Source: an optimization exercise on an open RTL-to-GDS flow (aim: small area and a short achievable clock period). Production flows keep margins and buffers that such runs may drop.
In this exercise RTL edits were held to simulation tests only and were not proved equivalent to the original.
Power and IR drop assume default switching activity.

==> design/flow/design.v <==
module kps_core #(
    parameter [7:0]  SENTINEL        = 8'hA5,
    parameter [3:0]  P_POS           = 4'b1001,
    parameter [3:0]  P_NEG           = 4'b0110,
    parameter [16:0] INIT_TICKS_FAST = 17'd50,
    parameter [16:0] INIT_TICKS_SLOW = 17'd1000
) (
    input  wire        clk,
    input  wire        rst,           
    input  wire        rx_valid,
    input  wire [39:0] rx_frame,
    output wire        rx_ready,
    input  wire        tick_fast,
    input  wire        tick_slow,
    output reg  [3:0]  legs,
    output reg         tx_valid,
    output reg  [39:0] tx_frame
);
    localparam FAST = 0;
    localparam SLOW = 1;
    localparam [1:0] EXIT_NONE = 2'd0;
    localparam [1:0] EXIT_SOFT = 2'd1;
    localparam [1:0] EXIT_HARD = 2'd2;
    localparam [3:0] OP_SET      = 4'h1;
    localparam [3:0] OP_START    = 4'h2;
    localparam [3:0] OP_STOP     = 4'h3;
    localparam [3:0] OP_READBACK = 4'h4;
    localparam [3:0] P_OFF = 4'b0000;
    reg        cmd_ready;
    reg [39:0] cmd_buf;
    reg [15:0] cfg_period [0:1];
    reg [7:0]  cfg_flags  [0:1];
    reg        run_mode;              
    reg [1:0]  fast_phase;
    reg [1:0]  exit_req;
    reg        tmr_armed  [0:1];
    reg [16:0] tmr_period [0:1];
    reg [16:0] tmr_count  [0:1];
    assign rx_ready = !cmd_ready;
    wire [3:0]  op      = cmd_buf[15:12];
    wire        chan    = cmd_buf[8];
    wire [15:0] value   = cmd_buf[31:16];
    wire [7:0]  flags   = cmd_buf[39:32];
    wire [15:0] fast_p = (value < 16'd10)   ? 16'd10   :
                         (value > 16'd1000) ? 16'd1000 : value;
    wire [16:0] fast_t = ({1'b0, fast_p} + 17'd5) / 17'd10;
    wire [15:0] slow_p = (value < 16'd1)     ? 16'd1     :
                         (value > 16'd10000) ? 16'd10000 : value;
    wire [16:0] slow_t = {1'b0, slow_p} * 17'd10;
    reg        n_cmd_ready;
    reg [15:0] n_cfg_period [0:1];
    reg [7:0]  n_cfg_flags  [0:1];
    reg        n_run_mode;
    reg [1:0]  n_fast_phase;
    reg [1:0]  n_exit_req;
    reg        n_armed  [0:1];
    reg        n_pend   [0:1];
    reg [16:0] n_period [0:1];
    reg [16:0] n_count  [0:1];
    reg [3:0]  n_legs;
    reg        n_tx_valid;
    reg [39:0] n_tx_frame;
    integer c;
    always @(*) begin
        n_cmd_ready  = cmd_ready;
        n_run_mode   = run_mode;
        n_fast_phase = fast_phase;
        n_exit_req   = exit_req;
        n_legs       = legs;
        n_tx_valid   = 1'b0;
        n_tx_frame   = tx_frame;
        for (c = 0; c < 2; c = c + 1) begin
            n_cfg_period[c] = cfg_period[c];
            n_cfg_flags[c]  = cfg_flags[c];
            n_armed[c]      = tmr_armed[c];
            n_pend[c]       = 1'b0;
            n_period[c]     = tmr_period[c];
            n_count[c]      = tmr_count[c];
        end
        if (cmd_ready) begin
            n_cmd_ready = 1'b0;
            case (op)
                OP_SET: begin
                    n_armed[chan]  = 1'b0;
                    n_pend[chan]   = 1'b0;
                    n_count[chan]  = 17'd0;
                    n_cfg_flags[chan] = flags;
                    if (chan == FAST) begin
                        n_period[FAST]     = fast_t;
                        n_cfg_period[FAST] = fast_p;
                    end else begin
                        n_period[SLOW]     = slow_t;
                        n_cfg_period[SLOW] = slow_p;
                    end
                end
                OP_START: begin
                    if (!run_mode) begin
                        n_exit_req   = EXIT_NONE;
                        n_fast_phase = 2'd0;
                        n_count[FAST] = 17'd0;
                        n_count[SLOW] = 17'd0;
                        n_pend[FAST]  = 1'b0;
                        n_pend[SLOW]  = 1'b0;
                        n_armed[FAST] = 1'b1;
                        n_armed[SLOW] = 1'b1;
                        n_run_mode   = 1'b1;
                    end
                end
                OP_STOP: begin
                    if (exit_req == EXIT_HARD) begin
                        n_armed[FAST] = 1'b0;
                        n_armed[SLOW] = 1'b0;
                        n_pend[FAST]  = 1'b0;
                        n_pend[SLOW]  = 1'b0;
                        n_legs       = P_OFF;
                        n_run_mode   = 1'b0;
                        n_fast_phase = 2'd0;
                        n_exit_req   = EXIT_NONE;
                    end else begin
                        n_exit_req = EXIT_SOFT;
                    end
                end
                OP_READBACK: begin
                    n_tx_valid = 1'b1;
                    n_tx_frame = {cfg_flags[chan], cfg_period[chan],
                                  7'h20, chan, SENTINEL};
                end
                default: ;   
            endcase
        end
        if (n_armed[FAST] && tick_fast) begin
            n_count[FAST] = n_count[FAST] + 17'd1;
            if (n_count[FAST] == n_period[FAST]) begin
                n_count[FAST] = 17'd0;
                n_pend[FAST]  = 1'b1;
            end
        end
        if (n_armed[SLOW] && tick_slow) begin
            n_count[SLOW] = n_count[SLOW] + 17'd1;
            if (n_count[SLOW] == n_period[SLOW]) begin
                n_count[SLOW] = 17'd0;
                n_pend[SLOW]  = 1'b1;
            end
        end
        if (n_pend[FAST]) begin
            n_pend[FAST] = 1'b0;
            if (n_run_mode) begin
                case (n_fast_phase)
                    2'd0: begin
                        n_legs       = P_POS;
                        n_fast_phase = 2'd1;
                    end
                    2'd1: begin
                        n_legs       = P_NEG;
                        n_fast_phase = 2'd2;
                    end
                    default: begin
                        n_legs        = P_OFF;
                        n_armed[FAST] = 1'b0;
                    end
                endcase
            end
        end
        if (n_pend[SLOW]) begin
            n_pend[SLOW] = 1'b0;
            if (n_run_mode) begin
                if (n_exit_req == EXIT_SOFT) begin
                    n_armed[SLOW] = 1'b0;
                    n_run_mode    = 1'b0;
                    n_fast_phase  = 2'd0;
                    n_exit_req    = EXIT_NONE;
                end else begin
                    n_fast_phase  = 2'd0;
                    n_count[FAST] = 17'd0;
                    n_armed[FAST] = 1'b1;
                end
            end
        end
    end
    always @(posedge clk) begin
        if (rst) begin
            cmd_ready  <= 1'b0;
            run_mode   <= 1'b0;
            fast_phase <= 2'd0;
            exit_req   <= EXIT_NONE;
            legs       <= P_OFF;
            tx_valid   <= 1'b0;
            for (c = 0; c < 2; c = c + 1) begin
                cfg_period[c] <= 16'd0;
                cfg_flags[c]  <= 8'd0;
                tmr_armed[c]  <= 1'b0;
                tmr_count[c]  <= 17'd0;
            end
            tmr_period[FAST] <= INIT_TICKS_FAST;
            tmr_period[SLOW] <= INIT_TICKS_SLOW;
        end else begin
            cmd_ready  <= n_cmd_ready;
            run_mode   <= n_run_mode;
            fast_phase <= n_fast_phase;
            exit_req   <= n_exit_req;
            legs       <= n_legs;
            tx_valid   <= n_tx_valid;
            for (c = 0; c < 2; c = c + 1) begin
                cfg_period[c] <= n_cfg_period[c];
                cfg_flags[c]  <= n_cfg_flags[c];
                tmr_armed[c]  <= n_armed[c];
                tmr_period[c] <= n_period[c];
                tmr_count[c]  <= n_count[c];
            end
            if (!cmd_ready && rx_valid && rx_frame[7:0] == SENTINEL)
                cmd_ready <= 1'b1;
        end
        if (!cmd_ready && rx_valid)
            cmd_buf <= rx_frame;
        tx_frame <= n_tx_frame;
    end
endmodule
==> design/flow/run.sh <==
#!/bin/bash
# synth_recipe.tcl (not shown) runs the flow's synth.tcl, then flattens the netlist and writes it again
# the make line also repeats each setting of config.mk as NAME=value (left out here)
make -C /OpenROAD-flow-scripts/flow DESIGN_CONFIG=/design/flow/config.mk WORK_HOME=/design/flow/orfs CLKGATE_MAP_FILE= SYNTH_SCRIPT=/design/flow/synth_recipe.tcl finish
==> design/flow/config.mk <==
export PLATFORM = sky130hd
export DESIGN_NAME = kps_core
export DESIGN_NICKNAME = kps_core
export VERILOG_FILES = /design/flow/design.v
export SDC_FILE = /design/flow/constraint.sdc
export NUM_CORES = 4
export LEC_CHECK = 0
export CAP_MARGIN = 20
export CORE_MARGIN = 2
export CORE_UTILIZATION = 40
export SLEW_MARGIN = 20
==> design/flow/constraint.sdc <==
create_clock -name core_clock -period 8.0 [get_ports {clk}]
set_input_delay 1.6000 -clock core_clock [delete_from_list [all_inputs] [get_ports {clk}]]
set_output_delay 1.6000 -clock core_clock [all_outputs]
set_load 0.01 [all_outputs]
==> out/qor.yml <==
placement:
  dp_hpwl_microns: 18800
  io_buffers: 72
  pre_cts_ws_ns: 1.31
  place.gp.congestion: 0.903
  dp_cells: 1542
clock_tree:
  cts_tree: "done"
  postCtsSetupBuffers: 0
  cts.sinks: 183
  numCtsBuffers: 17
  ctsHoldBuffers: 0
  clk_path_buf_depth: 2
  clock_latency_ns: 0.45
  htreeDepth: 4
  clkSlewWorstSetupHoldPaths_ns: 0.08
  cts_resized: 0
  cts_root_buf: "clkbuf_16"
die:
  fp.dieArea_sq_um: 27600
  start_util_pct: 40.5
  core-area_sq_um: 25900
  rows: 59
  io_pins: 91
  die_h_microns: 166
  die_w_microns: 166
global_routing:
  grt_pass1_wl_microns: 43200
  antenna_found_initial: 0
  overflow: 0
  grt_pass1_vias: 7988
  grt_max_degree: 79
  grt_use_total_pct: 19.3
logic_synthesis:
  synth_most_common_cell: "nand2_1"
  synth_ff_type: "dfxtp_1"
  postSynthCellCount: 1181
  synth_area_leaders: "dfxtp_1, edfxtp_1, nand2_1, xnor2_1, ha_1"
  syn-mean-instance-area_sq_um: 8.90
  synth_common_cells: "nand2_1, dfxtp_1, nor2_1"
  ys_ff_latch: 183
  yosys.area.top_type: "dfxtp_1"
  synth_top_area_share_pct: 24.6
  synth_edf_count: 54
  ys_warn_count: 12
  postSynth.asyncResetShare_pct: 0
  ys_types: 99
  synth_area_sq_um: 10500
  seq_area_frac_synth_pct: 40.0
timing:
  setup_tns_ns: 0
  rsz0062_at_grt: "no"
  finalMaxSlewViolations: 0
  post-route-period-util_pct: 84.7
  worstMarginPinSlew_ns: 0.969
  hold_violations: 0
  setup_viol: 0
  fin_ws_ns: 1.23
  fmax_mhz: 148
  final.min_clock_period_ns: 6.77
  fin_worst_skew_ns: 0.0152
  slew-limit-headroom_pct: 35.2
detailed_routing:
  drt-initial-drc-count: 747
  drcViolationCount: 0
  ant_nets: 0
  viasPerCell: 5.58
  wire_per_inst_microns: 17.1
  vias: 8782
  wirelength_microns: 26900
  firstDrtPassIters: 5
final_layout:
  fillCellCount: 2519
  instances_no_fill: 1574
  drive_above_1_share_pct: 9.85
  area_growth_pct: 14.9
  diodes: 0
  fin_util_pct: 46.6
  final_nets: 1306
setup_path:
  reg2regPathDepth: 18
  rrSetupSlack_ns: 1.23
  cp.arrival_ns: 7.15
  critical_path_class: "flip-flop to flip-flop"
  required_ns: 8.38
  reg2reg_from: "cmd_buf[29]"
  startpoint_type: "flip-flop"
  cp_max_fo: 11
  timing.rr.end: "fast_phase[1]"
  end_kind: "flip-flop"
run:
  maxCapViolations: 0
pwr:
  ir_worst_vdd_v: 0.000148
  p_leak_nw: 4.24
  p_per_area_nw_per_um2: 170
hold_path:
  whs_path_depth: 2
  hp-start: "cfg_period[0][4]"
  hold-path-endpoint: "cfg_period[0][4]"
  hp-class: "flip-flop to flip-flop"
outcome:
  status: "complete, no violations"
## flip-flops by register name (all words and copies together) (netlist names)
register and flops:
tmr_count 34, tmr_period 34, cfg_period 32, cmd_buf 29, tx_frame 25, cfg_flags 16, legs 4, exit_req 2
fast_phase 2, tmr_armed 2, cmd_ready 1, run_mode 1, tx_valid 1
## cells in the final DEF (no fill, tap or decap), drive strengths merged, types with 15 or more instances in the layout
| cell | n |
|---|---|
| a211oi | 16 |
| a21oi | 74 |
| and2 | 33 |
| and3 | 22 |
| buf | 17 |
| clkbuf | 18 |
| clkdlybuf4s50 | 71 |
| conb | 16 |
| dfxtp | 129 |
| edfxtp | 54 |
| ha | 34 |
| inv | 40 |
| mux2 | 26 |
| nand2 | 136 |
| nand3 | 52 |
| nand4 | 16 |
| nor2 | 99 |
| nor3 | 45 |
| o211ai | 15 |
| o21ai | 49 |
| xnor2 | 49 |
| xor2 | 15 |
## worst max-delay path: stages, from the launching register on
cell and delay, ns:
edfxtp_1 0.45, nor3_4 0.53, o311ai_1 0.39, nor3b_1 0.59, ha_1 0.50, nor2_1 0.13
nor3_2 0.26, mux2i_1 0.53, a21oi_1 0.13, o32ai_2 0.74, o221ai_1 0.25, a221oi_2 0.38
a2111oi_4 0.12, a2111oi_4 0.40, o311ai_2 0.25, nor4_1 0.37, mux2i_2 0.23, mux2_4 0.35
nor3_2 0.09
## worst max-delay path by stage
stage	from	endpoint	cells after the start
after floorplan	cmd_buf[17]	fast_phase[1]	20
after global placement	cmd_buf[29]	fast_phase[1]	18
after detailed placement	cmd_buf[29]	fast_phase[1]	18
after CTS	cmd_buf[29]	fast_phase[1]	18
after global routing	cmd_buf[29]	fast_phase[1]	18
final	cmd_buf[29]	fast_phase[1]	18
## metrics by stage
step	instance area, sq um	power [mW]	hold WS, ns
4_1_cts	12100	2.06	0.454
6_report	12100	2.05	0.451
2_1_floorplan	10600	1.14	0.424
5_1_grt	12100	2.13	0.467
3_3_place_gp	11500	1.19	0.438
3_5_place_dp	11500	1.20	0.445
## cell families (layout without fill, tap and decap cells)
kind of cell | Yosys count | in the layout | share of synthesized area (%)
and+or+nand+nor | 483 | 483 | 23.1
AOI/OAI and AO/OA | 267 | 267 | 18.1
DFF | 183 | 183 | 40.0
buffers and inverters | 108 | 152 | 4.68
xor gates and xnor gates | 65 | 65 | 5.55
muxes | 38 | 38 | 4.28
adders and majority gates | 35 | 35 | 4.24
other | 2 | 16 | 0.0715
## final cells by class
| cell class | count | area [sq um] | area share (%) |
|---|---|---|---|
| multi-input cells | 904 | 5870 | 48.7 |
| flip-flops and latches | 183 | 4200 | 34.8 |
| repair buffers | 88 | 836 | 6.93 |
| clock buffers | 18 | 450 | 3.73 |
| well taps | 335 | 419 | 3.47 |
| clock inverters | 14 | 163 | 1.35 |
| inverters | 32 | 120 | 0.995 |
## power by group
group | total, mW | switching [mW] | internal [mW]
logic | 0.175 | 0.0999 | 0.0755
registers | 1.00 | 0.0302 | 0.971
clock network | 0.871 | 0.430 | 0.442
total | 2.05 | 0.560 | 1.49
## routing by layer
layer  up-vias  wire length [microns]  track usage, %  share of wire, %
met5         -                      0               0                 0
met1      4151                  13500            28.5                50
met2       261                  11500            28.5                43
li1       4345                      -               -                 -
met4         0                    464            5.22               1.7
met3        25                   1390            4.00               5.2

[port drivers added, routing unchanged]
In the flow no input, the clock included, has a driving cell. The finished layout below was timed again as built, in two steps.
Step 1 sets driving cells, clkbuf_16 on the clock port and buf_2 on the other inputs (assumed; they add their load-dependent delay and slew).
Step 2 moves the port delays by t, midway between the first and last clock arrival at a register: inputs arrive t later, outputs are due t later. That takes back most of the time a late clock gives input paths.
Slacks: ideal / step 1 / step 2; pairs: ideal / step 1.
shift t [ns]: 0.488
slack for setup (ns): 1.227 / 1.227 / 1.227
worst register clock-pin slew, ns: 0.08 / 0.08
worst data-port slew with drivers (ns): 0.07
After both steps this run still meets setup and hold. For this run, drivers alone change the setup slack by 0.000 ns; drivers and shift together by 0.000 ns.
